Background: an optimization exercise with open tools, aiming at small area, a short achievable clock period and few clock cycles per item. Do not read the settings as production practice.
In this exercise RTL edits were held to simulation tests only and were not proved equivalent to the original.
Power is estimated from default activity; no workload was simulated.

## lzw_dec
module lzw_dec (
    input  wire        clk,
    input  wire        rst,             
    input  wire        in_valid,
    output wire        in_ready,
    input  wire [15:0] in_code,
    input  wire        in_last,         
    output wire        out_valid,
    input  wire        out_ready,
    output wire [7:0]  out_data,
    output wire        out_last,        
    output wire        out_err          
);
    localparam integer AW = 6;           
    localparam integer RN = 1 << AW;     
    localparam integer DW = AW + 3;      
    reg [8:0] dpre [0:255];
    reg [7:0] dbyt [0:255];
    reg [10:0]   ib0, ib1;
    reg [1:0]    icnt;
    reg          inr;        
    reg          wbusy;      
    reg          chk;        
    reg          hi;         
    reg          lastf;      
    reg          first;      
    reg          drain;      
    reg [8:0]    ptr;        
    reg [8:0]    cur;        
    reg [8:0]    prev;       
    reg [8:0]    pprev;      
    reg [7:0]    pfirst;     
    reg [9:0]    nxt;        
    reg          justmade;   
    reg          wdict;      
    reg [7:0]    wadr;       
    reg [8:0]    wpre;
    reg [7:0]    wbyt;
    reg [AW-1:0] wpos;       
    reg [AW:0]   wcntr;      
    reg [AW:0]   rcntr;      
    reg [8:0]    cnt;        
    reg          ovr;        
    reg          rnd;        
    reg          rfresh;     
    reg [8:0]    rem;        
    reg [8:0]    q;          
    reg          bv;         
    reg [AW-1:0] bpos;
    reg [8:0]    bsrc;       
    reg          wv;         
    reg [AW-1:0] wa;
    reg [7:0]    wde;        
    reg [7:0]    wdr;        
    reg          wds;        
    reg [7:0]    rbuf [0:RN-1];
    reg          pv1, pv2;
    reg [DW-1:0] pd1, pd2;
    reg [2:0]    fpc;        
    reg [2:0]    ftc;        
    reg [DW-1:0] fq [0:3];
    reg [2:0]    fw, fr;     
    reg          hvld;       
    reg [DW-1:0] hd;
    reg          ov, ol, oe;
    reg [7:0]    od;
    reg          rcur;       
    reg [AW-1:0] rp;         
    reg [AW-1:0] rstop;      
    reg          rlast;      
    reg [AW-1:0] prev_s;     
    wire [8:0] dp = dpre[ptr[7:0]];
    wire err_c  = chk & (hi | (first ? cur[8] : (!nxt[9] & (cur > nxt[8:0]))));
    wire cs_c   = chk & !hi & !first & !nxt[9] & (cur == nxt[8:0]);
    wire nw_c   = chk & !hi & !first & justmade & cur[8] & (cur[7:0] == wadr);
  ...
For scale: about 5200 flip-flops, roughly 33 I/O pins, ~200000 um^2 of cells after synthesis.
Settings: LEC_CHECK=0, CAP_MARGIN=20, CORE_MARGIN=2, CORE_UTILIZATION=55, SLEW_MARGIN=20; clock period 10.0 ns.
standard.sh (not shown) runs the stock make flow with config.mk's settings and CLKGATE_MAP_FILE= SYNTH_SCRIPT=/design/flow/synth_recipe.tcl, a recipe that flattens the netlist after the stock synthesis.
==> flow/flow/run.sh <==
#!/bin/bash
set -euo pipefail
bash standard.sh SETUP_SLACK_MARGIN=6.5 MATCH_CELL_FOOTPRINT=0 finish > standard_flow.log 2>&1
Testbench counts at the start, summed over its fixed seeds: cycles 153,905, bytes 151,420.
Then changed:
CORE_UTILIZATION = 50   (was 55)
Effect: Area after synthesis does not change. Worst setup slack improved by 0.027 ns. Routed wire length goes down by 0.46%. Cell count climbs by 2.6%. Count of clock-buffer cells in the layout came out lower by 37. Total power shrinks by 0.51%. Via count is lower by 0.45%. Synthesized cell count does not change.

---

exp/maple:
lzw_dec again, from the RTL that the note above started with.
clock: 10.0 ns
lec_check: 0
cap_margin: 20
core_margin: 2
core_utilization: 40
slew_margin: 20
Scripts as last shown in full above: flow/flow/run.sh
Testbench counts of exp/maple, summed over its fixed seeds: cycles 153,905, bytes 151,420.
[inputs] exp/sierra vs exp/maple
- changing CORE_UTILIZATION from 40 to 50
==> flow/flow/run.sh <==
#!/bin/bash
set -euo pipefail
bash standard.sh SETUP_SLACK_MARGIN=6 MATCH_CELL_FOOTPRINT=0 finish > standard_flow.log 2>&1
Findings:
Routed wire length: exp/sierra vs exp/maple down about 4%. Delta (exp/sierra minus exp/maple): via count lost 1905; part of the power in the clock network up 1.0 points.
> inputs changed (exp/sierra -> exp/fjord)
- swapping 50 for 40 in CORE_UTILIZATION
==> flow/flow/run.sh <==
#!/bin/bash
set -euo pipefail
bash standard.sh SETUP_SLACK_MARGIN=7 MATCH_CELL_FOOTPRINT=0 finish > standard_flow.log 2>&1
--- outcome ---
Placement-stage cell area (lower): exp/sierra. Pre-CTS setup slack, exp/sierra and exp/fjord, higher one = exp/sierra. Re proportion of total power due to net switching: exp/fjord is 1.2 points up on exp/sierra. Compared to exp/sierra, exp/fjord has worst hold margin 0.0055 ns lower. On share of power burned in the clock network: between exp/sierra and exp/fjord, it ends up lower for exp/fjord. Combinational cell power grows by more than a quarter when moving from exp/sierra to exp/fjord. Taking exp/sierra as the reference point, the post-route clock period utilization of exp/fjord falls by 2.8 points. When exp/fjord is measured against exp/sierra, its design area turns out about 5% higher. [diff] detailed-route wire length, exp/fjord relative to exp/sierra: regression. Going from exp/sierra to exp/fjord, area used by multi-input combinational logic grew by a few percent. In exp/fjord the number of signal-net buffers in the layout turned out 414 higher than in exp/sierra. Critical path capture point: out_data[7] -> exp/fjord, ptr[8]$_DFFE_PP_ -> exp/sierra.

[separate check: timing with driven ports]
Ports are ideal in the flow. The routed layouts listed here were re-timed in OpenROAD.
Step 1 sets driving cells, clkbuf_16 on the clock port and buf_2 on the other inputs (assumed; they add their load-dependent delay and slew).
Step 2 also shifts input and output timing later by t, the mid clock arrival at the registers, as if the neighbouring blocks saw the same clock.
a / b / c = ideal ports / drivers / drivers and shift; a / b = the first two.
| run | t (ns) | setup slack, ns | hold WS [ns] | slew at the worst register clock pin (ns) | pins driven straight from the clock port |
|---|---|---|---|---|---|
| the first run of note 1 | 1.135 | 6.317 / 6.274 / 5.644 | 0.318 / 0.318 / 0.318 | 0.07 / 0.07 | 1 |
| the second run of note 1 | 1.151 | 6.344 / 6.234 / 5.566 | 0.325 / 0.325 / 0.325 | 0.07 / 0.07 | 1 |
| exp/maple | 1.185 | 6.193 / 6.059 / 5.544 | 0.324 / 0.324 / 0.324 | 0.07 / 0.07 | 1 |
| exp/sierra | 1.139 | 5.972 / 5.972 / 5.198 | 0.329 / 0.329 / 0.329 | 0.07 / 0.07 | 1 |
| exp/fjord | 1.196 | 6.252 / 6.138 / 5.967 | 0.323 / 0.323 / 0.323 | 0.07 / 0.07 | 1 |
After both steps every run listed still meets setup and hold. The setup slack of the second run of note 1, which loses most, moves by -0.110 ns with the drivers and by -0.778 ns with both steps.
